This design comes from an exercise in tuning for small area on the open sky130 flow, not from production work. Only simulation tests tie the RTL to the original design; equivalence was not proved. Power is estimated from default activity; no workload was simulated. The clock port is modelled as an ideal driver; clocking choices that lean on that would not hold on a real chip.

## lane 2
// eeprom_ctrl
module eeprom_ctrl (
    input  wire        clk,
    input  wire        rst,
    input  wire [7:0]  rx_data,
    input  wire        rx_valid,
    output wire        rx_ready,
    output reg  [7:0]  tx_data,
    output wire        tx_valid,
    input  wire        tx_ready,
    output wire [14:0] eep_a,
    output wire [7:0]  eep_d_out,
    output wire        eep_d_dir,
    input  wire [7:0]  eep_d_in,
    output wire        eep_ce,
    output wire        eep_oe,
    output wire        eep_we
);
Size in the first run: ~2000 cells after synthesis.
==> flow/config.mk <==
export PLATFORM = sky130hd
export DESIGN_NAME = eeprom_ctrl
export DESIGN_NICKNAME = eeprom_ctrl
export VERILOG_FILES = /design/flow/design.v
export SDC_FILE = /design/flow/constraint.sdc
export NUM_CORES = 4
export LEC_CHECK = 0
export CAP_MARGIN = 20
export CORE_MARGIN = 2
export CORE_UTILIZATION = 70
export GPL_TIMING_DRIVEN = 0
export SLEW_MARGIN = 20
==> flow/constraint.sdc <==
create_clock -name core_clock -period 12.0 [get_ports {clk}]
set_input_delay 2.4000 -clock core_clock [delete_from_list [all_inputs] [get_ports {clk}]]
set_output_delay 2.4000 -clock core_clock [all_outputs]
set_load 0.01 [all_outputs]
standard.sh (not shown) runs the stock make flow with config.mk's settings and CLKGATE_MAP_FILE= SYNTH_SCRIPT=/design/flow/synth_recipe.tcl, a recipe that flattens the netlist after the stock synthesis.
==> flow/flow/run.sh <==
#!/bin/bash
# Own layout flow:
# 1. the standard synthesis, unchanged;
# 2. the combinational logic re-mapped for area by ABC, registers untouched
#    (same instances, names and cell types); the result is proven equivalent
#    to the standard netlist, else the standard netlist is kept;
# 3. the rest of the standard flow, with the smallest buffer on the ports
#    and a clock tree built from larger
#    sink clusters and without dummy loads.
# Each tool's output goes to its own log file in this folder.
set -euo pipefail
R=orfs/results/${FLOW_PLATFORM}/eeprom_ctrl/base
NET=$R/1_2_yosys.v
LIB=${FLOW_HOME}/platforms/${FLOW_PLATFORM}/lib/sky130_fd_sc_hd__tt_025C_1v80.lib

bash standard.sh synth > 1_standard_synth.log 2>&1

cp $NET $NET.std
for f in resyn equiv check; do
  sed -e "s#@LIB@#${LIB}#g" -e "s#@NET@#${NET}#g" -e "s#@TOP@#${FLOW_TOP}#g" \
      -e "s#@T@#60#g" flow/$f.ys.in > $f.ys
done
if yosys -s resyn.ys > 2_resyn_yosys.log 2>&1 &&
   yosys -s check.ys > 3_check_yosys.log 2>&1 &&
   yosys -s equiv.ys > 4_equiv_yosys.log 2>&1; then
  echo "re-mapped netlist used" > resyn_status.log
else
  echo "re-mapping failed or not proven; standard netlist kept" > resyn_status.log
  cp $NET.std $NET
fi
rm -f $R/1_synth.odb $R/1_synth.sdc

export BUFFER_PORTS_ARGS="-buffer_cell sky130_fd_sc_hd__buf_1"
export CTS_ARGS="-sink_clustering_enable -repair_clock_nets -dont_use_dummy_load -buf_list sky130_fd_sc_hd__clkbuf_16 -sink_clustering_size 30 -sink_clustering_max_diameter 100"
bash standard.sh > 5_standard_layout.log 2>&1
==> flow/flow/resyn.ys.in <==
# Re-map the combinational logic of the standard synthesis for area.
# Registers (and their names and cell types) are left exactly as they are.
read_liberty -ignore_miss_func @LIB@
read_verilog @NET@.std
hierarchy -top @TOP@
setattr -mod -set blackbox 1 sky130_fd_sc_hd__*df* sky130_fd_sc_hd__conb_1
flatten
opt -full
abc -liberty @LIB@ -dont_use *lpflow* -dont_use *probe* -script +strash;&get,-n;&deepsyn,-T,@T@;&dch,-f;&nf,-R,1000;&put;&get,-n;&dch;&nf,-R,1000;&put;topo
opt_clean -purge
hilomap -singleton -hicell sky130_fd_sc_hd__conb_1 HI -locell sky130_fd_sc_hd__conb_1 LO
splitnets
opt_clean -purge
insbuf -buf sky130_fd_sc_hd__buf_4 A X
stat -liberty @LIB@
write_verilog -noattr -nohex -nodec @NET@
Other scripts of this flow, unchanged in this note and not shown: flow/flow/check.ys.in, flow/flow/equiv.ys.in, flow/flow/tie_cell.v
Lane 2 finished every step from synthesis to the final layout, and the layout passed the timing, DRC and antenna checks.
## Diff of input files: lane 1 against lane 2
Settings: CORE_UTILIZATION changed from 70 to 66; GPL_TIMING_DRIVEN removed (was 0).
--- a/flow/flow/run.sh
+++ b/flow/flow/run.sh
@@ -4,4 +4,5 @@
 # 2. the combinational logic re-mapped for area by ABC, registers untouched
-#    (same instances, names and cell types); the result is proven equivalent
-#    to the standard netlist, else the standard netlist is kept;
+#    (same instances, names and cell types), best of four seeds; the result
+#    is proven equivalent to the standard netlist, else the standard netlist
+#    is kept;
 # 3. the rest of the standard flow, with the smallest buffer on the ports
@@ -18,13 +19,30 @@
 cp $NET $NET.std
-for f in resyn equiv check; do
+# Four ABC runs with different seeds, in parallel; the smallest netlist that
+# passes the checks and the equivalence proof is used.
+for f in equiv check; do
   sed -e "s#@LIB@#${LIB}#g" -e "s#@NET@#${NET}#g" -e "s#@TOP@#${FLOW_TOP}#g" \
-      -e "s#@T@#60#g" flow/$f.ys.in > $f.ys
+      flow/$f.ys.in > $f.ys
 done
-if yosys -s resyn.ys > 2_resyn_yosys.log 2>&1 &&
-   yosys -s check.ys > 3_check_yosys.log 2>&1 &&
-   yosys -s equiv.ys > 4_equiv_yosys.log 2>&1; then
-  echo "re-mapped netlist used" > resyn_status.log
-else
-  echo "re-mapping failed or not proven; standard netlist kept" > resyn_status.log
-  cp $NET.std $NET
+for s in 1 2 3 4; do
+  sed -e "s#@LIB@#${LIB}#g" -e "s#@NET@#${NET}#g" -e "s#@TOP@#${FLOW_TOP}#g" \
+      -e "s#@T@#60#g" -e "s#@S@#${s}#g" -e "s#@OUT@#resyn_${s}.v#g" flow/resyn.ys.in > resyn_${s}.ys
+  yosys -s resyn_${s}.ys > 2_resyn_yosys_${s}.log 2>&1 &
+done
+wait || true
+rm -f resyn_areas.txt
+for s in 1 2 3 4; do
+  a=$(grep "Chip area" 2_resyn_yosys_${s}.log | tail -1 | awk '{print $NF}') || true
+  if [[ -n "$a" && -s resyn_${s}.v ]]; then echo "$a $s" >> resyn_areas.txt; fi
+done
+echo "re-mapping failed or not proven; standard netlist kept" > resyn_status.log
+if [[ -s resyn_areas.txt ]]; then
+  for s in $(sort -g resyn_areas.txt | awk '{print $2}'); do
+    cp resyn_${s}.v $NET
+    if yosys -s check.ys > 3_check_yosys_${s}.log 2>&1 &&
+       yosys -s equiv.ys > 4_equiv_yosys_${s}.log 2>&1; then
+      echo "re-mapped netlist of seed ${s} used" > resyn_status.log
+      break
+    fi
+    cp $NET.std $NET
+  done
 fi
--- a/flow/flow/resyn.ys.in
+++ b/flow/flow/resyn.ys.in
@@ -8,3 +8,3 @@
 opt -full
-abc -liberty @LIB@ -dont_use *lpflow* -dont_use *probe* -script +strash;&get,-n;&deepsyn,-T,@T@;&dch,-f;&nf,-R,1000;&put;&get,-n;&dch;&nf,-R,1000;&put;topo
+abc -liberty @LIB@ -dont_use *lpflow* -dont_use *probe* -script +strash;&get,-n;&deepsyn,-S,@S@,-T,@T@;&dch,-f;&nf,-R,1000;&put;&get,-n;&dch;&nf,-R,1000;&put;topo
 opt_clean -purge
@@ -15,2 +15,2 @@
 stat -liberty @LIB@
-write_verilog -noattr -nohex -nodec @NET@
+write_verilog -noattr -nohex -nodec @OUT@
--- outcome ---
- Lane 2 has a lower maximum vdd ir drop than lane 1.
- Re initial antenna violation count: lane 1 and lane 2 aren't equal, and the lower value belongs to lane 1.
- Compared with lane 2, lane 1 is the less power-hungry design.
- Cell count: lane 1 lower than lane 2
- Multi-input logic cell count (lane 1 vs. lane 2) decreases by a few percent

==> re-timing with driven ports <==
How much do the figures lean on ideal ports? The routed layouts below were timed once more, with nothing changed but the port constraints. Step 1 assumes that a clkbuf_16 drives the clock port and a buf_2 every other input. Step 2 adds t to the input delays and takes it off the output delays; t is the mean of the earliest and latest rising clock arrival at the registers after step 1. Input paths then give back, and output paths get back, about the clock's delay inside the block. a / b / c = ideal / step 1 / step 2; a / b = the first two.
run	shift t [ns]	setup slack, ns	worst hold slack (ns)	worst setup path after step 2
lane 2	0.674	4.020 / 3.956 / 4.630	0.304 / 0.304 / 0.304	register to output
lane 1	0.655	4.993 / 4.935 / 5.329	0.324 / 0.324 / 0.324	input to register
After both steps setup and hold are still met in every run listed.
